This design comes from an exercise in tuning for small area, a short achievable clock period and few clock cycles per item on the open sky130 flow, not from production work.
RTL that was checked went through simulation tests only; none was proved equivalent to the original.
Only the layout flow was run in runs 3 to 5; the RTL was not checked for function there.
Power figures rest on the tool's default switching activity, not on a simulated workload.

===== flow/config.mk =====
export PLATFORM = sky130hd
export DESIGN_NAME = tc_uplink_codec
export DESIGN_NICKNAME = tc_uplink_codec
export VERILOG_FILES = /design/flow/design.v
export SDC_FILE = /design/flow/constraint.sdc
export NUM_CORES = 4
export LEC_CHECK = 0
export ABC_AREA = 1
export CAP_MARGIN = 20
export CORE_MARGIN = 2
export CORE_UTILIZATION = 40
export PLACE_DENSITY = 0.6
export SETUP_SLACK_MARGIN = 3.0
export SLEW_MARGIN = 20
export TNS_END_PERCENT = 0

===== flow/design.v =====
module tc_uplink_codec (
    input  wire        clk,
    input  wire        rst_n,
    input  wire        in_valid,
    output reg         in_ready,
    input  wire [7:0]  in_data,
    input  wire        in_last,
    input  wire [1:0]  in_op,
    output reg         out_valid,
    input  wire        out_ready,
    output reg  [7:0]  out_data,
    output reg         out_last,
    output wire [15:0] out_res
);
    localparam [1:0] OP_CRC  = 2'd0;
    localparam [1:0] OP_SCR  = 2'd1;
    localparam [1:0] OP_CLTU = 2'd2;
    localparam [1:0] OP_TC   = 2'd3;
    localparam [2:0] S_IDLE  = 3'd0;
    localparam [2:0] S_SYNC1 = 3'd1;
    localparam [2:0] S_BODY  = 3'd2;
    localparam [2:0] S_FILL  = 3'd3;
    localparam [2:0] S_PAR   = 3'd4;
    localparam [2:0] S_TAIL  = 3'd5;
    localparam [1:0] SRC_DATA  = 2'd0;
    localparam [1:0] SRC_CRCHI = 2'd1;
    localparam [1:0] SRC_CRCLO = 2'd2;
    localparam [1:0] SRC_DONE  = 2'd3;
    function [15:0] crc16_byte;
        input [15:0] c;
        input [7:0]  b;
        integer k;
        reg [15:0] r;
        begin
            r = c ^ {b, 8'h00};
            for (k = 0; k < 8; k = k + 1)
                r = r[15] ? ((r << 1) ^ 16'h1021) : (r << 1);
            crc16_byte = r;
        end
    endfunction
    function [7:0] par_step;
        input [7:0] a;
        input [7:0] b;
        reg [7:0] x;
        begin
            x = a ^ b;
            par_step = {x[6:0], x[7]};
        end
    endfunction
    function [7:0] scr_step;
        input [7:0] y;
        scr_step = {y[0] ^ y[2] ^ y[7], y[4] ^ y[7], y[3] ^ y[6], y[2] ^ y[5],
                    y[1] ^ y[4], y[0] ^ y[3], y[0] ^ y[7], y[1] ^ y[4] ^ y[7]};
    endfunction
    reg [2:0]  state;
    reg [1:0]  op;
    reg [1:0]  src;
    reg        first;      
    reg [15:0] res;        
    reg        carry;      
    reg [7:0]  scr;        
    reg [7:0]  blk_par;    
    reg [2:0]  cnt;        
    reg        int_go;     
    reg        skid_full;
    reg [7:0]  skid_data;
    reg        skid_last;
    assign out_res = res;
    wire st_idle = (state == S_IDLE);
    wire st_body = (state == S_BODY);
    wire st_fill = (state == S_FILL);
    wire st_par  = (state == S_PAR);
    wire st_tail = (state == S_TAIL);
    wire op_crc  = (op == OP_CRC) || (op == OP_TC);
    wire op_scr  = (op == OP_SCR) || (op == OP_TC);
    wire op_cltu = op[1];
    wire load = !out_valid || out_ready;
    wire idle_go = st_idle && in_valid && !skid_full &&
                   !(out_valid && out_last && !out_ready);
    wire take    = in_ready && in_valid;
    wire prod    = take || int_go || (idle_go && in_op[1]);
    reg [7:0] pay_byte;
    always @(*) begin
        case (src)
            SRC_CRCHI: pay_byte = res[15:8];
            SRC_CRCLO: pay_byte = res[7:0];
            default:   pay_byte = in_data;
        endcase
    end
    wire [7:0] coded_byte = op_scr ? (pay_byte ^ scr) : pay_byte;
    reg [1:0] src_next;
    always @(*) begin
        case (src)
            SRC_DATA:  src_next = in_last ? (op_crc ? SRC_CRCHI : SRC_DONE) : SRC_DATA;
            SRC_CRCHI: src_next = SRC_CRCLO;
            default:   src_next = SRC_DONE;
        endcase
    end
    wire pay_final = (src_next == SRC_DONE);
    reg [7:0] prod_data;
    reg       prod_last;
    always @(*) begin
        prod_data = coded_byte;
        prod_last = 1'b0;
        case (state)
            S_IDLE:  prod_data = 8'hEB;
            S_SYNC1: prod_data = 8'h90;
            S_BODY:  prod_last = !op_cltu && pay_final;
            S_FILL:  prod_data = 8'h55;
            S_PAR:   prod_data = blk_par;
            S_TAIL: begin
                prod_data = 8'hC5;
                prod_last = (cnt == 3'b100);
            end
            default: ;
        endcase
    end
    reg [2:0] state_next;
    reg [1:0] src_upd;
    always @(*) begin
        state_next = state;
        src_upd    = src;
        case (state)
            S_IDLE: begin
                src_upd = SRC_DATA;
                if (idle_go)
                    state_next = in_op[1] ? S_SYNC1 : S_BODY;
            end
            S_SYNC1: if (prod) state_next = S_BODY;
            S_BODY: if (prod) begin
                src_upd = src_next;
                if (op_cltu) begin
                    if (cnt == 3'b100)
                        state_next = S_PAR;
                    else if (pay_final)
                        state_next = S_FILL;
                end else if (pay_final) begin
                    state_next = S_IDLE;
                end
            end
            S_FILL: if (prod && cnt == 3'b100) state_next = S_PAR;
            S_PAR:  if (prod) state_next = (src == SRC_DONE) ? S_TAIL : S_BODY;
            S_TAIL: if (prod && cnt == 3'b100) state_next = S_IDLE;
            default: state_next = S_IDLE;
        endcase
    end
    wire skid_next = !load && (skid_full || prod);
    wire body_data_next = (state_next == S_BODY) && (src_upd == SRC_DATA);
    wire int_next  = (state_next == S_SYNC1) || (state_next == S_FILL) ||
                     (state_next == S_PAR) || (state_next == S_TAIL) ||
                     ((state_next == S_BODY) && (src_upd == SRC_CRCHI || src_upd == SRC_CRCLO));
    always @(posedge clk) begin
        if (!rst_n) begin
            out_valid <= 1'b0;
            skid_full <= 1'b0;
        end else begin
            skid_full <= skid_next;
            if (load)
                out_valid <= skid_full || prod;
        end
        if (load) begin
            out_data <= skid_full ? skid_data : prod_data;
            out_last <= skid_full ? skid_last : prod_last;
        end
        if (!skid_full) begin
            skid_data <= prod_data;
            skid_last <= prod_last;
        end
    end
    wire       cin   = st_par || carry;
    wire [2:0] pair  = {1'b0, res[1:0]} + {2'b00, cin};
    always @(posedge clk) begin
        if (!rst_n) begin
            state    <= S_IDLE;
            in_ready <= 1'b0;
            int_go   <= 1'b0;
        end else begin
            state    <= state_next;
            in_ready <= body_data_next && !skid_next;
            int_go   <= int_next && !skid_next;
        end
        src <= src_upd;
        if (st_idle) begin
            scr     <= 8'hFF;
            first   <= 1'b1;
            blk_par <= 8'h00;
            cnt     <= 3'b001;
            carry   <= 1'b0;
        end
        if (idle_go) begin
            op  <= in_op;
            res <= {16{in_op[0] ~^ in_op[1]}};
        end
        if (prod && !st_idle) begin
            if (op == OP_CLTU) begin
                res   <= {pair[1:0], res[15:2]};
                carry <= pair[2];
            end
            if (st_body || st_fill || st_par)
                blk_par <= par_step(blk_par, prod_data);
            if (op_cltu && (st_body || st_fill || st_tail))
                cnt <= {cnt[1:0], cnt[2] ^ cnt[1]};
        end
        if (take) begin
            first <= 1'b0;
            case (op)
                OP_SCR:  res[7:0] <= par_step(res[7:0], in_data);
                OP_CLTU: ;
                default: res <= crc16_byte(res, 8'h00) ^ crc16_byte(16'h0000, in_data);
            endcase
        end
        if (prod && st_body) begin
            scr <= scr_step(scr);
            if (first) begin
                scr[0] <= 1'b0;
                scr[1] <= 1'b1;
                scr[5] <= 1'b1;
                scr[6] <= 1'b1;
                scr[7] <= 1'b0;
            end
        end
    end
endmodule

===== flow/flow/run.sh =====
#!/bin/bash
# Standard layout, with plain buffers (not delay cells) on the ports.
set -euo pipefail
export BUFFER_PORTS_ARGS="-buffer_cell sky130_fd_sc_hd__buf_2"
bash standard.sh > standard.log 2>&1

===== flow/standard.sh =====
#!/bin/bash
# synth_recipe.tcl (not shown) runs the flow's synth.tcl, then flattens the netlist and writes it again
# the make line also repeats each setting of config.mk as NAME=value (left out here)
make -C /OpenROAD-flow-scripts/flow DESIGN_CONFIG=/design/flow/config.mk WORK_HOME=/design/flow/orfs CLKGATE_MAP_FILE= SYNTH_SCRIPT=/design/flow/synth_recipe.tcl "${@:-finish}"

===== flow/constraint.sdc =====
create_clock -name core_clock -period 5.0 [get_ports {clk}]
set_input_delay 1.0000 -clock core_clock [delete_from_list [all_inputs] [get_ports {clk}]]
set_output_delay 1.0000 -clock core_clock [all_outputs]
set_load 0.01 [all_outputs]

==> results of run 1 <==
[cells by family (layout without fill, tap and decap cells)]
logic type / count (synthesis) / after routing / synth area share [%]
DFF: 66 / 66 / 38.2
AOI/OAI and AO/OA: 123 / 123 / 18.2
and+or+nand+nor: 212 / 213 / 24.1
buffers and inverters: 82 / 144 / 8.35
adders and majority gates: 10 / 10 / 3.16
xor gates and xnor gates: 36 / 36 / 7.97
[through the flow]
step,utilization (%),instances,power (mW)
detailed placement,44.7,690,1.55
CTS,48.5,716,2.06
global placement,44.7,690,1.55
finish,50.3,725,2.10
floorplan,-,529,1.31
global route,50.3,725,2.23
[synth_stat cells]
| cell type | n |
|---|---|
| nor2_4 | 4 |
| edfxtp_1 | 19 |
| inv_2 | 3 |
| o221ai_1 | 2 |
| o31ai_1 | 5 |
| o211ai_1 | 18 |
| a31oi_1 | 3 |
| dfxtp_1 | 47 |
| o22ai_1 | 6 |
| inv_4 | 1 |
| nand3_1 | 44 |
| buf_2 | 4 |
| inv_1 | 65 |
| a21oi_2 | 1 |
| xor2_1 | 14 |
| clkbuf_1 | 7 |
| o32ai_1 | 1 |
| a2bb2oi_1 | 1 |
| buf_6 | 2 |
| a21oi_1 | 16 |
| o21bai_1 | 1 |
| nand3_4 | 1 |
| or2_2 | 3 |
| nor2_1 | 32 |
| nor3_1 | 2 |
| nand2_4 | 1 |
| nand2_1 | 113 |
| nor2_2 | 3 |
| o21ai_0 | 61 |
| ha_1 | 10 |
| a22oi_1 | 2 |
| xnor2_1 | 22 |
| nand2_2 | 5 |
| nand3_2 | 3 |
| nand3b_1 | 1 |
| o21ai_1 | 3 |
| a32oi_1 | 2 |
| o21a_1 | 1 |
[flip-flops by register name, indices dropped and copies added, names as in the netlist]
signal	count
int_go	1
src	2
skid_last	1
out_data	8
carry	1
res	16
in_ready	1
state	3
out_last	1
op	2
cnt	3
skid_data	8
first	1
scr	8
blk_par	8
skid_full	1
out_valid	1
[worst max path at each step]
stage                                   end  slack [ns]  cells after the start
final                     int_go$_SDFF_PN0_        2.91                     12
after global routing      int_go$_SDFF_PN0_        2.84                     12
after CTS                 int_go$_SDFF_PN0_        2.90                     11
after detailed placement     res[4]$_DFF_P_        2.29                      6
after global placement    int_go$_SDFF_PN0_        2.31                     11
after floorplan           int_go$_SDFF_PN0_        2.70                     12
[layout make-up]
type / instances / area share, %
multi-input cells: 382 / 48.6
flip-flops and latches: 66 / 31.1
repair buffers: 59 / 7.32
inverters: 69 / 5.42
well taps: 133 / 3.42
clock buffers: 9 / 2.54
clock inverters: 7 / 1.57
[report_power, final]
part           internal, mW  switching, mW  leakage, nW
logic                 0.326          0.479         1.39
registers             0.664          0.157        0.556
clock network         0.236          0.239        0.104
total                  1.23          0.875         2.05
[critical path, cell delays in order]
cell and delay, ns:
buf_8 0.11, nand2_4 0.06, inv_4 0.04, nor2_4 0.17, nand2_8 0.10, nand2_8 0.11, nand2_8 0.07, o22ai_4 0.16
inv_2 0.07, ha_4 0.27, nand3_2 0.08, a21oi_2 0.14
[what timing repair did]
item                                   4_1_cts  5_1_grt
pin swaps                                    4       14
resized for setup                           18       30
setup endpoints to repair                   68       68
buffers inserted                            10        8
endpoints found under the hold margin        0        0
cloned                                       0        1
hold buffers                                 0        0
[routing by layer]
layer | global-route usage (%) | vias up | wire length [µm]
met5 | 0 | - | 0
met4 | 8.10 | 0 | 243
met3 | 2.69 | 23 | 675
met2 | 35.2 | 129 | 5300
met1 | 29.1 | 1766 | 4930
li1 | - | 1890 | -
==> impl_metrics.toml, run 1 <==
[run_status]
status = "finished clean"

[worst_hold_path]
hp-start = "skid_last$_DFF_P_"
hold_end = "skid_last$_DFF_P_"
hold_path.class = "flip-flop to flip-flop"
hold_depth = 2

[finish]
final_cell_mix = "nand2_1 (107), inv_1 (59), o21ai_0 (56), dfxtp_1 (44), nand3_1 (41)"
mostFrequentLayoutCell = "nand2_1"
multi_input_area_um2 = 2370
stdcell_area_um2 = 4870
seqCellArea_um2 = 1520
final_nets = 612
antenna_cells = 0
drive_gt1_share_pct = 22.3
n_fill_cell = 968
area_delta_synth_final_pct = 23.1

[setup_path]
startpoint_type = "input pin"
criticalPathCategory = "input pin to flip-flop"
cp.arrival_ns = 2.39
r2r_end = "int_go$_SDFF_PN0_"
cp_max_fo = 7
reg2reg_from = "state[1]$_SDFF_PN0_"
endpoint_kind = "flip-flop"
worstPathRequired_ns = 5.30
regToRegSetupSlack_ns = 2.99
critPathLaunch = "in_valid"
rr_worst_depth = 12

[sta]
max_slew_margin_pct = 63.5
rsz0062_at_grt = "true"
period_share_pct = 41.9
tns_ns = 0
maxSlewViolCount = 0
whs_ns = 0.464
fin_skew_ns = 0.0144
post-route-min-period_ns = 2.09
hold_viol = 0
finalSetupViolCount = 0
fmax_mhz = 477
worst_slew_pin_slew_ns = 0.546
worst_slack_ns = 2.91

[synth]
syn_area_um2 = 3960
syn-num-nets = 554
synthDominantCellAreaShare_pct = 23.8
synth.area.top_cells = "dfxtp_1 (24%), edfxtp_1 (14%), nand2_1 (11%)"
yosys_warnings = 1
syn-mean-instance-area_um2 = 7.48
syn-instance-count = 529
yosysSeqAreaShare_pct = 38.2
yosys_register_bits = 66
yosysTopAreaCell = "dfxtp_1"
yosysUniqueCellTypes = 38

[place]
place.gp.congestion = 0.888
portBuffers = 41
pre_cts_ws_ns = 2.29
hpwlAfterDp_um = 7930
placed_cell_area_um2 = 4330

[drt]
finalWirelength_um = 11200
first_pass_iters = 5
vias_per_cell = 5.25
drc = 0
dr.first_iter.drc_count = 317
ant_nets = 0
vias = 3808
wl_per_cell_um = 15.4

[die]
die_h_um = 103
start_util_pct = 40.9
chipWidth_um = 103
io_pins = 42
core-area_um2 = 9680
rows = 36
die_area_um2 = 10700

[grt]
grt_pass1_vias = 3483
grt_pass1_wl_um = 17600
grt_overflow_total = 0
track_usage_pct = 21.5
grt_max_degree = 35
antenna_found_initial = 0

[clock_network]
clockBufferDepth = 2
cts_tree = "done"
numCtsBuffers = 9
cts_root_buf = "clkbuf_8"
clock_latency_ns = 0.36
clk_pin_slew_ns = 0.08
htreeDepth = 3
cts.sinks = 66

[power_and_ir_drop]
power_density_nw_per_um2 = 431
vdd_drop_max_mv = 0.231
p_leak_nw = 2.05

[flow_run]
maxCapViolCount = 0
Testbench counts, summed over its fixed seeds: cycles 19,099, bytes 15,499.
==> run 2, diff against run 1 <==
--- a/flow/config.mk
+++ b/flow/config.mk
@@ -12,4 +12,3 @@
 export PLACE_DENSITY = 0.6
-export SETUP_SLACK_MARGIN = 3.0
+export SETUP_SLACK_MARGIN = 2.85
 export SLEW_MARGIN = 20
-export TNS_END_PERCENT = 0
==> run 2 against run 1 <==
  * Worst hold slack better by 0.00096 ns
  * Synthesized area stayed put
  * Routed wire length is 0.97% higher
  * Clock skew is 0.0027 ns higher
  * Critical path type is now flip-flop to primary output
  * Critical endpoint is now out_res[4]
  * Largest cell class unchanged
==> impl_metrics.toml, run 2 <==
[synth]
synthDominantCellAreaShare_pct = 23.8
synth-main-ff-cell = "dfxtp_1"
syn_area_um2 = 3960
yosysSeqAreaShare_pct = 38.2
yosys_register_bits = 66
synthMuxAreaShare_pct = 0
synth-xor-area-share_pct = 7.97
synth_top_family_by_area = "simple AND/OR/NAND/NOR gates"
synth_compound_area_share_pct = 18.2
yosys_warnings = 1
synth_edf_count = 19
synth.most_common_cell = "nand2_1"
syn-instance-count = 529
synth.top_cells.by_count = "nand2_1 (113), inv_1 (65), o21ai_0 (61)"
yosysUniqueCellTypes = 38
synthSimpleGateAreaFrac_pct = 24.1
synth_fa_ha_area_share_pct = 3.16
yosysTopAreaCell = "dfxtp_1"
synthArstFlopShare_pct = 0
syn-num-nets = 554
synth.area.top_cells = "dfxtp_1 (24%), edfxtp_1 (14%), nand2_1 (11%)"
syn-mean-instance-area_um2 = 7.48

[grt]
grt_overflow_total = 0
antenna_found_initial = 0
grt_pass1_vias = 3449
grt_pass1_wl_um = 17600
track_usage_pct = 21.5
grt_max_degree = 35

[setup_path]
critical-path-top-delay-family = "flip-flops"
path_depth = 1
path_cells = "buf_2"
worstPathRequired_ns = 4.00
cp_slowest_stage_delay_ns = 0.54
criticalPathCategory = "flip-flop to primary output"
cp.arrival_ns = 1.10
r2r_end = "res[7]$_DFF_P_"
regToRegSetupSlack_ns = 2.98
endpoint_kind = "primary output"
cpMaxStageDelayCell = "dfxtp_1"
cp_max_fo = 7
rr_worst_depth = 10
crit_buf_inv = 1
reg2reg_from = "state[2]$_SDFF_PN0_"
startpoint_type = "flip-flop"

[clock_network]
clk_pin_slew_ns = 0.08
clock_latency_ns = 0.36
cts.sinks = 66
cts_root_buf = "clkbuf_8"
cts_hold_buffers = 0
clockBufferDepth = 2
htreeDepth = 3
cts_tree = "done"
numCtsBuffers = 9

[sta]
hold_viol = 0
post-route-min-period_ns = 2.10
worst_slack_ns = 2.90
period_share_pct = 42.0
fin_skew_ns = 0.0171
max_slew_margin_pct = 65.1
rsz0062_at_grt = "true"
worst_slew_pin_slew_ns = 0.522
finalSetupViolCount = 0
fmax_mhz = 476
tns_ns = 0
maxSlewViolCount = 0

[die]
die_h_um = 103
die_area_um2 = 10700
core-area_um2 = 9680
rows = 36
chipWidth_um = 103
io_pins = 42
start_util_pct = 40.9

[finish]
final_util_pct = 50.3
final_nets = 613
mostFrequentLayoutCell = "nand2_1"
largest_register_ffs = 16
top_register = "res"
area_delta_synth_final_pct = 23.1
final_cell_mix = "nand2_1 (106), inv_1 (59), o21ai_0 (57), dfxtp_1 (46), nand3_1 (44)"
multi_input_area_um2 = 2370
drive_gt1_share_pct = 21.9
n_fill_cell = 959
seqCellArea_um2 = 1510
antenna_cells = 0

[run_status]
status = "finished clean"

[place]
portBuffers = 41
place.gp.congestion = 0.888
pre_cts_ws_ns = 2.29
hpwlAfterDp_um = 7930

[power_and_ir_drop]
vdd_drop_max_mv = 0.232
p_leak_nw = 2.04
power_density_nw_per_um2 = 433

[drt]
drc = 0
first_pass_iters = 7
vias_per_cell = 5.30
finalWirelength_um = 11300
wl_per_cell_um = 15.5
vias = 3848
dr.first_iter.drc_count = 283
ant_nets = 0

[flow_run]
maxCapViolCount = 0

[worst_hold_path]
hp-start = "skid_last$_DFF_P_"
hold_path.class = "flip-flop to flip-flop"
hold_end = "skid_last$_DFF_P_"
hold_depth = 2
## run 2: cell counts after synthesis
Identical to the previous run, type by type.
## run 2: worst max-delay path by stage
stage	start	end	slack (ns)
2_1_floorplan	out_ready	int_go$_SDFF_PN0_	2.70
3_3_place_gp	in_valid	int_go$_SDFF_PN0_	2.31
3_5_place_dp	in_valid	res[4]$_DFF_P_	2.29
4_1_cts	op[1]$_DFFE_PN_	res[4]$_DFF_P_	2.85
5_1_grt	op[0]$_DFFE_PN_	in_ready$_SDFF_PN0_	2.82
6_report	res[4]$_DFF_P_	out_res[4]	2.90
## run 2: area by class of cell
type / count / area share [%]
Sequential cell: 66 / 31.0
Timing Repair Buffer: 60 / 7.40
Clock buffer: 9 / 2.54
Clock inverter: 7 / 1.57
Multi-Input combinational cell: 382 / 48.6
Inverter: 69 / 5.42
Tap cell: 133 / 3.42
## run 2: cell families after synthesis
kind of cell / after synthesis
flip-flops: 66
adder cells (fa/ha/maj): 10
AO/OA/AOI/OAI: 123
buffers and inverters: 82
AND/OR/NAND/NOR: 212
XOR/XNOR: 36
## run 2: repair_timing
item / CTS / global route
resized for setup: 13 / 31
pin swaps: 3 / 14
buffers inserted: 4 / 15
endpoints found under the setup margin: 32 / 35
cloned: 0 / 1
## run 2: routing by layer
metal  part of all wire (%)  vias to the layer above  global-route usage [%]
met1                     44                     1782                    29.2
met5                      0                        -                       0
met3                    6.1                       19                    2.69
met2                     48                      152                    34.9
met4                    1.7                        0                    8.10
li1                       -                     1895                       -
## run 2: metrics by stage
step / hold slack (ns) / instance area, µm² / std cells / power (mW)
6_report: 0.465 / 4870 / 726 / 2.11
5_1_grt: 0.484 / 4870 / 726 / 2.24
4_1_cts: 0.471 / 4620 / 710 / 2.04
3_5_place_dp: 0.451 / 4330 / 690 / 1.55
3_3_place_gp: 0.435 / 4330 / 690 / 1.55
2_1_floorplan: 0.418 / 4030 / 529 / 1.31
## run 2: where the power goes
group,switching [mW],internal (mW)
Clock,0.241,0.236
Combinational,0.481,0.330
Sequential,0.159,0.663
==> run 3, diff against run 2 <==
--- a/flow/design.v
+++ b/flow/design.v
@@ -4,3 +4,3 @@
     input  wire        in_valid,
-    output reg         in_ready,
+    output wire        in_ready,
     input  wire [7:0]  in_data,
@@ -63,3 +63,2 @@
     reg [2:0]  cnt;        
-    reg        int_go;     
     reg        skid_full;
@@ -77,2 +76,6 @@
     wire load = !out_valid || out_ready;
+    wire st_int = (state == S_SYNC1) || (state == S_FILL) || (state == S_PAR) ||
+                  (state == S_TAIL) || (st_body && src != SRC_DATA);
+    assign in_ready = st_body && (src == SRC_DATA) && !skid_full;
+    wire int_go  = st_int && !skid_full;
     wire idle_go = st_idle && in_valid && !skid_full &&
@@ -147,6 +150,2 @@
     wire skid_next = !load && (skid_full || prod);
-    wire body_data_next = (state_next == S_BODY) && (src_upd == SRC_DATA);
-    wire int_next  = (state_next == S_SYNC1) || (state_next == S_FILL) ||
-                     (state_next == S_PAR) || (state_next == S_TAIL) ||
-                     ((state_next == S_BODY) && (src_upd == SRC_CRCHI || src_upd == SRC_CRCLO));
     always @(posedge clk) begin
@@ -174,8 +173,4 @@
             state    <= S_IDLE;
-            in_ready <= 1'b0;
-            int_go   <= 1'b0;
         end else begin
             state    <= state_next;
-            in_ready <= body_data_next && !skid_next;
-            int_go   <= int_next && !skid_next;
         end
==> run 3 against run 2 <==
  * Critical endpoint is now in_ready
  * Total power up 64%
  * Critical path type unchanged
  * Clock skew fell by 0.0070 ns
  * Still clean on timing, DRC and antenna
  * Global-route usage shrank 1.2 points
  * Sequential share of layout area is 0.13 points lower
  * Final cell count increased by 2.3%
  * Worst hold slack got worse by 0.012 ns
==> impl_metrics.toml, run 3 <==
[power_and_ir_drop]
power_mw = 3.46
p_seq_share_pct = 30.1
vdd_drop_max_mv = 0.386
p_int_mw = 1.83
pwr-share-comb_pct = 55.3
sw_frac_of_total_pct = 47.1
clkPwrFrac_pct = 14.7
p_leak_nw = 2.23
power_density_nw_per_um2 = 712
p_sw_mw = 1.63

[clock_network]
cts_root_buf = "clkbuf_8"
cts.sinks = 64
clk_pin_slew_ns = 0.08
htreeDepth = 3
clock_latency_ns = 0.34
cts_tree = "done"
clockBufferDepth = 2
numCtsBuffers = 9

[synth]
synth.area.top_cells = "dfxtp_1 (20%), edfxtp_1 (15%), nand2_1 (13%)"
synth.top_cells.by_count = "nand2_1 (146), nand3_1 (62), inv_1 (52)"
synth.most_common_cell = "nand2_1"
yosys_register_bits = 64
syn-num-nets = 577
synth_edf_count = 21
yosysSeqAreaShare_pct = 35.3
syn_area_um2 = 4220
synth-main-ff-cell = "dfxtp_1"
yosysTopAreaCell = "dfxtp_1"
syn-mean-instance-area_um2 = 7.64
yosysUniqueCellTypes = 48
yosys_warnings = 1
syn-instance-count = 553
synthArstFlopShare_pct = 0
synthDominantCellAreaShare_pct = 20.4

[finish]
stdcell_area_um2 = 4860
top_register = "res"
antenna_cells = 0
final_cell_mix = "nand2_1 (145), nand3_1 (62), inv_1 (48), buf_2 (41), dfxtp_1 (38)"
mostFrequentLayoutCell = "nand2_1"
final_nets = 626
area_delta_synth_final_pct = 15.1
largest_register_ffs = 16
drive_gt1_share_pct = 23.1
final_util_pct = 47.3

[setup_path]
r2r_end = "scr[3]$_SDFFCE_PN1P_"
critPathLaunch = "src[1]$_SDFFCE_PP0P_"
criticalPathCategory = "flip-flop to primary output"
rr_worst_depth = 8
reg2reg_from = "state[0]$_SDFFE_PN0P_"
cp.arrival_ns = 1.29
startpoint_type = "flip-flop"
critPathCapture = "in_ready"
regToRegSetupSlack_ns = 2.96
endpoint_kind = "primary output"
worstPathRequired_ns = 4.00
cp_max_fo = 2

[drt]
drc = 0
vias_per_cell = 5.21
ant_nets = 0
finalWirelength_um = 11100
dr.first_iter.drc_count = 179
first_pass_iters = 6
wl_per_cell_um = 15.0
vias = 3871

[die]
die_h_um = 107
rows = 37
io_pins = 42
core-area_um2 = 10300
chipWidth_um = 107
start_util_pct = 41.1
die_area_um2 = 11400

[sta]
worst_slew_pin_slew_ns = 0.550
finalSetupViolCount = 0
fin_skew_ns = 0.0101
period_share_pct = 45.7
max_slew_margin_pct = 63.1
fmax_mhz = 438
post-route-min-period_ns = 2.29
rsz0062_at_grt = "true"
hold_viol = 0
tns_ns = 0
maxSlewViolCount = 0

[place]
hpwlAfterDp_um = 7960
portBuffers = 41
placed_cell_area_um2 = 4470
place.gp.congestion = 0.887

[worst_hold_path]
hold_path.class = "flip-flop to flip-flop"
hp-start = "skid_data[0]$_DFF_P_"

[flow_run]
maxCapViolCount = 0

[grt]
grt_max_degree = 34
track_usage_pct = 20.3
grt_overflow_total = 0
grt_pass1_wl_um = 18300
antenna_found_initial = 0
grt_pass1_vias = 3652

[run_status]
status = "finished clean"
[run 3: cell count changes in the layout (fill, tap and decap cells not counted), moves of 10 or more]
cell      previous run  this run
o211ai_1            18         8
o21ai_0             57        36
inv_1               59        48
nand2_1            106       145
nand3_1             44        62
[run 3: cell type report]
class	count	area, µm²
tap	136	170
multi-input combinational	413	2410
clock inverter	5	80.1
fill	1044	5420
clock buffer	11	141
timing repair buffer	56	318
sequential	64	1500
inverter	58	236
[run 3: through the flow]
step           instances  hold WS, ns  setup WS (ns)
2_1_floorplan        553        0.418           2.88
3_3_place_gp         712        0.436           2.64
3_5_place_dp         712        0.439           2.57
4_1_cts              739        0.461           2.69
5_1_grt              743        0.499           2.64
6_report             743        0.454           2.71
[run 3: per-layer routing]
layer / vias to the layer above / track usage (%) / part of all wire [%] / wire (µm)
li1: 1932 / - / - / -
met1: 1786 / 26.6 / 45 / 5030
met2: 127 / 33.5 / 48 / 5290
met3: 26 / 3.89 / 5.0 / 556
met4: 0 / 6.96 / 2.2 / 242
met5: - / 0 / 0 / 0
[run 3: critical path, stage by stage, from the launching register on]
cell,delay [ns]
edfxtp_1,0.41
inv_2,0.10
ha_4,0.15
inv_4,0.04
nor3_2,0.10
buf_2,0.15
[run 3: repair_timing]
item	4_1_cts	5_1_grt
resized for setup	16	5
hold buffers	0	0
endpoints found under the setup margin	10	18
pin swaps	2	2
buffers inserted	11	4
[run 3: kinds of logic after synthesis]
kind of cell,share of synthesized area [%]
AND/OR/NAND/NOR,29.6
AO/OA/AOI/OAI,17.0
buffers and inverters,8.59
flip-flops,35.3
XOR/XNOR,6.84
adder cells (fa/ha/maj),2.67
[run 3: power by group through the flow]
stage,combinational [mW],clock (mW),sequential (mW)
after floorplan,1.36,0,1.01
after detailed placement,1.75,0,1.06
after global placement,1.72,0,1.05
after CTS,1.87,0.514,1.04
final,1.91,0.508,1.04
after global routing,2.14,0.537,1.07
[run 3: worst min-delay path by stage]
stage	end	slack (ns)	cells past startpoint
6_report	skid_data[0]$_DFF_P_	0.45	2
5_1_grt	skid_data[2]$_DFF_P_	0.50	2
4_1_cts	skid_data[0]$_DFF_P_	0.46	2
3_5_place_dp	skid_data[0]$_DFF_P_	0.44	2
3_3_place_gp	skid_data[0]$_DFF_P_	0.44	2
2_1_floorplan	skid_data[0]$_DFF_P_	0.42	2
==> run 4, diff against run 3 <==
--- a/flow/design.v
+++ b/flow/design.v
@@ -4,3 +4,3 @@
     input  wire        in_valid,
-    output wire        in_ready,
+    output reg         in_ready,
     input  wire [7:0]  in_data,
@@ -63,2 +63,3 @@
     reg [2:0]  cnt;        
+    reg        int_go;     
     reg        skid_full;
@@ -76,6 +77,2 @@
     wire load = !out_valid || out_ready;
-    wire st_int = (state == S_SYNC1) || (state == S_FILL) || (state == S_PAR) ||
-                  (state == S_TAIL) || (st_body && src != SRC_DATA);
-    assign in_ready = st_body && (src == SRC_DATA) && !skid_full;
-    wire int_go  = st_int && !skid_full;
     wire idle_go = st_idle && in_valid && !skid_full &&
@@ -150,2 +147,31 @@
     wire skid_next = !load && (skid_full || prod);
+    wire st_bd    = st_body && (src == SRC_DATA);
+    wire idle_eb  = idle_go && in_op[1];
+    wire cnt_end  = (cnt == 3'b100);
+    wire cltu_end = op_cltu && cnt_end;
+    reg  bd_int, bd_data;    
+    always @(*) begin
+        bd_int  = 1'b0;
+        bd_data = 1'b0;
+        case (state)
+            S_SYNC1: begin
+                bd_int  = !int_go;
+                bd_data = int_go;
+            end
+            S_BODY: bd_int = !(int_go && src == SRC_CRCLO && !op_cltu);
+            S_FILL: bd_int = 1'b1;
+            S_PAR: begin
+                bd_int  = !int_go || (src != SRC_DATA);
+                bd_data = int_go && (src == SRC_DATA);
+            end
+            S_TAIL: bd_int = !(int_go && cnt_end);
+            default: ;
+        endcase
+    end
+    wire take_int1 = op_crc || op_cltu;
+    wire data_int  = in_last ? take_int1 : cltu_end;
+    wire body_data_next = st_idle ? (idle_go && !in_op[1]) :
+                          st_bd   ? (!take || (!in_last && !cltu_end)) : bd_data;
+    wire int_next  = st_idle ? idle_eb :
+                     st_bd   ? (take && data_int) : bd_int;
     always @(posedge clk) begin
@@ -173,4 +199,8 @@
             state    <= S_IDLE;
+            in_ready <= 1'b0;
+            int_go   <= 1'b0;
         end else begin
             state    <= state_next;
+            in_ready <= body_data_next && !skid_next;
+            int_go   <= int_next && !skid_next;
         end
--- a/flow/config.mk
+++ b/flow/config.mk
@@ -12,3 +12,3 @@
 export PLACE_DENSITY = 0.6
-export SETUP_SLACK_MARGIN = 2.85
+export SETUP_SLACK_MARGIN = 2.8
 export SLEW_MARGIN = 20
==> run 4 against run 3 <==
  * Final cell count is 6.7% higher
  * Core utilization up 0.89 points
  * Synthesized cell count rose by 10%
  * Critical endpoint is now out_res[0]
  * Largest power group unchanged
  * Still clean
==> impl_metrics.toml, run 4 <==
[run_status]
status = "finished clean"

[grt]
gr-usage-met1_pct = 31.3
grt_pass1_vias = 3819
track_usage_pct = 22.4
grt_overflow_total = 0
grt_pass1_wl_um = 19800
grtUsageMet3_pct = 3.95
globalRouteMet2Util_pct = 35.2
busiest_layer = "met2"
antenna_found_initial = 0
grt_max_degree = 27

[sta]
fmax_mhz = 470
finalSetupViolCount = 0
period_share_pct = 42.5
rsz0062_at_grt = "true"
post-route-min-period_ns = 2.13
maxSlewViolCount = 0
tns_ns = 0
fin_skew_ns = 0.00780
worst_slew_pin_slew_ns = 0.666
hold_viol = 0
worst_slack_ns = 2.87
whs_ns = 0.469
max_slew_margin_pct = 55.3

[die]
start_util_pct = 41.1
core-area_um2 = 10300
io_pins = 42
die_h_um = 107
rows = 37
die_area_um2 = 11400
chipWidth_um = 107

[synth]
yosysSeqAreaShare_pct = 36.3
synth.area.top_cells = "dfxtp_1 (21%), nand2_1 (15%), edfxtp_1 (15%)"
synthArstFlopShare_pct = 0
syn_area_um2 = 4220
syn-instance-count = 609
yosysTopAreaCell = "dfxtp_1"
yosys_register_bits = 66
synth-main-ff-cell = "dfxtp_1"
synth.most_common_cell = "nand2_1"
yosysUniqueCellTypes = 35
synthDominantCellAreaShare_pct = 21.3
yosys_warnings = 1
synth_edf_count = 21
syn-num-nets = 634
syn-mean-instance-area_um2 = 6.93
synth.top_cells.by_count = "nand2_1 (173), inv_1 (75), nand3_1 (72)"

[drt]
dr.first_iter.drc_count = 262
vias_per_cell = 5.21
drc = 0
wl_per_cell_um = 15.1
ant_nets = 0
first_pass_iters = 5
vias = 4133
finalWirelength_um = 12000

[finish]
area_delta_synth_final_pct = 17.2
top_register = "res"
mostFrequentLayoutCell = "nand2_1"
stdcell_count = 793
drive_gt1_share_pct = 15.8
final_util_pct = 48.2
antenna_cells = 0
largest_register_ffs = 16
final_nets = 677
final_cell_mix = "nand2_1 (170), inv_1 (72), nand3_1 (72), dfxtp_1 (45)"
stdcell_area_um2 = 4950

[clock_network]
clock_latency_ns = 0.36
clk_pin_slew_ns = 0.08
cts_hold_buffers = 0
cts_tree = "done"
cts.sinks = 66
clockBufferDepth = 2
numCtsBuffers = 9
cts_root_buf = "clkbuf_8"
htreeDepth = 3

[power_and_ir_drop]
power_mw = 3.42
sw_frac_of_total_pct = 47.0
p_seq_share_pct = 30.3
vdd_drop_max_mv = 0.278
p_sw_mw = 1.61
p_int_mw = 1.81
p_leak_nw = 2.32
power_density_nw_per_um2 = 691
pwr-share-comb_pct = 52.3
clkPwrFrac_pct = 17.4

[flow_run]
maxCapViolCount = 0

[place]
pre_cts_ws_ns = 2.18
hpwlAfterDp_um = 8740
dp_cells = 769
placed_cell_area_um2 = 4500
portBuffers = 41
place.gp.congestion = 0.908

[setup_path]
cpMaxStageDelayCell = "dfxtp_1"
critical-path-top-delay-family = "flip-flops"
crit_buf_inv = 1
cp_slowest_stage_delay_ns = 0.56
worstPathRequired_ns = 4.00
startpoint_type = "flip-flop"
endpoint_kind = "primary output"
cp.arrival_ns = 1.13
cp_max_fo = 8
path_cells = "buf_2"
criticalPathCategory = "flip-flop to primary output"

[worst_hold_path]
hold_path.class = "flip-flop to flip-flop"
run 4: changes by cell type after synthesis, moves of 6 or more:
cell / previous run / this run
nand2_1: 146 / 173
inv_1: 52 / 75
nor2_1: 28 / 40
nand3_1: 62 / 72
a21oi_2: 9 / 0
o21ai_0: 36 / 44
o211ai_2: 8 / 1
xor2_1: 18 / 12
run 4: final timing paths:
kind | start | slack (ns) | depth (start not counted) | to
max | res[0]$_DFF_P_ | 2.87 | 1 | out_res[0]
min | carry$_DFF_P_ | 0.47 | 2 | carry$_DFF_P_
max reg2reg | state[1]$_SDFFE_PN0P_ | 2.90 | 8 | res[15]$_DFF_P_
min reg2reg | carry$_DFF_P_ | 0.47 | 2 | carry$_DFF_P_
run 4: cell type report:
class,count,area (µm²)
clock buffers,11,153
repair buffers,48,258
multi-input cells,446,2420
flip-flops and latches,66,1530
inverters,81,313
fillers,1048,5330
clock inverters,5,108
well taps,136,170
run 4: cells by family after synthesis:
family | after synthesis | share of synthesized area [%]
adders and majority gates | 10 | 2.96
buffers and inverters | 98 | 9.54
xor gates and xnor gates | 32 | 6.64
and+or+nand+nor | 312 | 32.3
DFF | 66 | 36.3
AOI/OAI and AO/OA | 91 | 12.3
run 4: power by group through the flow:
stage | registers (mW) | logic (mW) | clock network, mW
floorplan | 1.00 | 1.23 | 0
global placement | 1.03 | 1.64 | 0
detailed placement | 1.04 | 1.66 | 0
CTS | 1.03 | 1.71 | 0.603
global route | 1.06 | 2.02 | 0.627
finish | 1.04 | 1.79 | 0.597
run 4: repair_timing:
| action | CTS | global route |
|---|---|---|
| resized for setup | 11 | 18 |
| cloned | 1 | 0 |
| buffers inserted | 1 | 6 |
| setup endpoints to repair | 50 | 48 |
| hold endpoints to repair | 0 | 0 |
| pin swaps | 1 | 0 |
run 4: routing by layer:
metal / vias up / wire length, µm
met5: - / 0
met1: 1904 / 5750
met4: 0 / 255
met3: 21 / 667
met2: 128 / 5320
li1: 2080 / -
==> run 5, diff against run 4 <==
--- a/flow/config.mk
+++ b/flow/config.mk
@@ -12,3 +12,4 @@
 export PLACE_DENSITY = 0.6
-export SETUP_SLACK_MARGIN = 2.8
+export SETUP_SLACK_MARGIN = 3.0
 export SLEW_MARGIN = 20
+export TNS_END_PERCENT = 0
==> run 5 against run 4 <==
  * First-iteration DRC count grew 19%
  * Non-clock buffer count up 6
  * Core utilization increased by 0.41 points
  * Setup slack better by 0.050 ns
  * Sequential share of layout area down 0.14 points
  * Count of clock-buffer cells in the layout is 1 lower
  * Die area unchanged
  * Final area increased by 0.86%
  * Global-route usage down 0.68 points
==> impl_metrics.toml, run 5 <==
[run_status]
status = "finished clean"

[grt]
grt_overflow_total = 0
grt_pass1_vias = 3866
antenna_found_initial = 0
track_usage_pct = 21.7
grt_max_degree = 29
grt_pass1_wl_um = 19400

[setup_path]
startpoint_type = "flip-flop"
rr_worst_depth = 8
cp_max_fo = 6
path_depth = 1
r2r_end = "out_data[7]$_DFFE_PP_"
crit_buf_inv = 1
cp.arrival_ns = 1.08
worstPathRequired_ns = 4.00
reg2reg_from = "src[0]$_SDFFCE_PN0P_"
cp_slowest_stage_delay_ns = 0.52
endpoint_kind = "primary output"
critPathCapture = "out_res[15]"
critPathLaunch = "res[15]$_DFF_P_"
criticalPathCategory = "flip-flop to primary output"
critical-path-top-delay-family = "flip-flops"
cpMaxStageDelayCell = "dfxtp_1"
path_cells = "buf_2"
regToRegSetupSlack_ns = 3.01

[drt]
dr.first_iter.drc_count = 313
first_pass_iters = 5
wl_per_cell_um = 15.2
finalWirelength_um = 12100
ant_nets = 0
vias_per_cell = 5.28
vias = 4222
drc = 0

[synth]
syn-num-nets = 634
synth-xor-area-share_pct = 6.64
synth_fa_ha_area_share_pct = 2.96
syn_area_um2 = 4220
syn-mean-instance-area_um2 = 6.93
synth.area.top_cells = "dfxtp_1 (21%), nand2_1 (15%), edfxtp_1 (15%)"
synth-main-ff-cell = "dfxtp_1"
synthArstFlopShare_pct = 0
synth.top_cells.by_count = "nand2_1 (173), inv_1 (75), nand3_1 (72)"
synth_edf_count = 21
yosysUniqueCellTypes = 35
syn-instance-count = 609
synthSimpleGateAreaFrac_pct = 32.3
yosys_register_bits = 66
synthDominantCellAreaShare_pct = 21.3
synth_compound_area_share_pct = 12.3
yosys_warnings = 1
yosysTopAreaCell = "dfxtp_1"
synthMuxAreaShare_pct = 0
synth_top_family_by_area = "simple AND/OR/NAND/NOR gates"
synth.most_common_cell = "nand2_1"
yosysSeqAreaShare_pct = 36.3

[place]
hpwlAfterDp_um = 8900
portBuffers = 41
place.gp.congestion = 0.911
pre_cts_ws_ns = 2.27

[power_and_ir_drop]
p_leak_nw = 2.34
p_sw_mw = 1.65
vdd_drop_max_mv = 0.270
p_seq_share_pct = 30.9
p_int_mw = 1.72
sw_frac_of_total_pct = 48.9
power_density_nw_per_um2 = 675
pwr-share-comb_pct = 56.2
clkPwrFrac_pct = 12.9

[die]
die_area_um2 = 11400
core-area_um2 = 10300
rows = 37
io_pins = 42
die_h_um = 107
chipWidth_um = 107
start_util_pct = 41.1

[clock_network]
cts.sinks = 66
cts_root_buf = "clkbuf_8"
numCtsBuffers = 9
cts_hold_buffers = 0
htreeDepth = 3
clk_pin_slew_ns = 0.07
clockBufferDepth = 2
clock_latency_ns = 0.35
cts_tree = "done"

[sta]
fin_skew_ns = 0.0106
period_share_pct = 41.5
fmax_mhz = 482
worst_slack_ns = 2.92
maxSlewViolCount = 0
hold_viol = 0
max_slew_margin_pct = 62.3
tns_ns = 0
finalSetupViolCount = 0
post-route-min-period_ns = 2.08
worst_slew_pin_slew_ns = 0.561
rsz0062_at_grt = "true"

[flow_run]
maxCapViolCount = 0

[finish]
antenna_cells = 0
mostFrequentLayoutCell = "nand2_1"
drive_gt1_share_pct = 18.7
largest_register_ffs = 16
area_delta_synth_final_pct = 18.3
final_cell_mix = "nand2_1 (170), nand3_1 (72), inv_1 (69), buf_2 (42), dfxtp_1 (40)"
top_register = "res"
final_nets = 683

[worst_hold_path]
hold_path.class = "flip-flop to flip-flop"
-- run 5: changes by cell type in the layout (fill, tap and decap cells not counted), moves of 4 or more --
| cell | previous run | this run |
|---|---|---|
| o21ai_0 | 41 | 37 |
| buf_4 | 7 | 11 |
| dfxtp_1 | 45 | 40 |
| dfxtp_2 | 0 | 5 |
-- run 5: worst min path at each step --
stage,start,endpoint,slack [ns],cells past startpoint
after floorplan,skid_data[6]$_DFF_P_,skid_data[6]$_DFF_P_,0.43,2
after global placement,skid_data[6]$_DFF_P_,skid_data[6]$_DFF_P_,0.45,2
after detailed placement,carry$_DFF_P_,carry$_DFF_P_,0.46,2
after CTS,carry$_DFF_P_,carry$_DFF_P_,0.47,2
after global routing,carry$_DFF_P_,carry$_DFF_P_,0.49,2
final,skid_data[3]$_DFF_P_,skid_data[3]$_DFF_P_,0.47,2
-- run 5: worst register-to-register path, stage by stage (launching register included) --
cell,delay [ns]
edfxtp_1,0.43
inv_2,0.10
ha_4,0.34
buf_2,0.23
o21ai_1,0.12
xnor2_1,0.20
nand2_1,0.12
nand2_1,0.11
o21ai_0,0.10
-- run 5: cells by family (layout without fill, tap and decap cells) --
family	Yosys count	in the layout
AOI/OAI and AO/OA	91	91
xor gates and xnor gates	32	32
buffers and inverters	98	151
adders and majority gates	10	10
DFF	66	66
and+or+nand+nor	312	313
-- run 5: repair_timing --
item                                    4_1_cts  5_1_grt
cloned                                        0        1
gates resized for setup                      13       37
setup buffers                                 2       11
endpoints found under the setup margin       81       82
pin swaps                                     1        3
hold endpoints to repair                      0        0
-- run 5: final cells by class --
cell class / count / area, µm²
Fill cell: 1078 / 5280
Multi-Input combinational cell: 446 / 2460
Sequential cell: 66 / 1540
Inverter: 81 / 320
Timing Repair Buffer: 54 / 313
Tap cell: 136 / 170
Clock buffer: 10 / 149
Clock inverter: 6 / 40.0
-- run 5: through the flow --
| stage | instance area (µm²) | total power [mW] | util, % | hold WS [ns] | instances |
|---|---|---|---|---|---|
| finish | 4990 | 3.37 | 48.6 | 0.468 | 799 |
| global route | 4990 | 3.67 | 48.6 | 0.492 | 799 |
| CTS | 4750 | 3.17 | 46.3 | 0.471 | 787 |
| detailed placement | 4520 | 2.70 | 43.9 | 0.457 | 769 |
| global placement | 4520 | 2.69 | 43.9 | 0.449 | 769 |
| floorplan | 4240 | 2.24 | - | 0.427 | 609 |
-- run 5: routing by layer --
metal | share of wire, % | routed length, µm | GRT usage [%] | up-vias
met5 | 0 | 0 | 0 | -
met4 | 3.3 | 404 | 8.81 | 0
met3 | 5.4 | 656 | 3.40 | 31
met2 | 45 | 5480 | 34.4 | 145
met1 | 46 | 5610 | 29.4 | 1959
li1 | - | - | - | 2087
-- run 5: power groups by stage --
| stage | Combinational (mW) | Sequential [mW] | Clock, mW |
|---|---|---|---|
| 2_1_floorplan | 1.23 | 1.00 | 0 |
| 3_3_place_gp | 1.65 | 1.04 | 0 |
| 3_5_place_dp | 1.67 | 1.04 | 0 |
| 4_1_cts | 1.70 | 1.03 | 0.444 |
| 5_1_grt | 2.14 | 1.07 | 0.466 |
| 6_report | 1.90 | 1.04 | 0.434 |

-- re-timing with driven ports --
The flow's constraints put no driver on any port. The routed layouts listed below were extracted and timed again, unchanged, in two steps.
Step 1 assumes that a clkbuf_16 drives the clock port and a buf_2 every other input.
Step 2 adds t to the input delays and takes it off the output delays; t is the mean of the earliest and latest rising clock arrival at the registers after step 1. Input paths then give back, and output paths get back, about the clock's delay inside the block.
Three values: ideal ports, drivers, drivers and shift; two values: the first two.
run | t (ns) | slack for setup (ns) | worst setup path at the end
run 1 | 0.384 | 2.905 / 2.883 / 2.515 | input to register
run 2 | 0.389 | 2.898 / 2.864 / 2.523 | input to register
run 3 | 0.373 | 2.715 / 2.681 / 2.595 | input to register
run 4 | 0.387 | 2.874 / 2.842 / 2.551 | input to register
run 5 | 0.380 | 2.925 / 2.893 / 2.599 | input to register
After both steps every run listed still meets setup and hold. The setup slack of run 1, which loses most, moves by -0.022 ns with the drivers and by -0.390 ns with both steps.
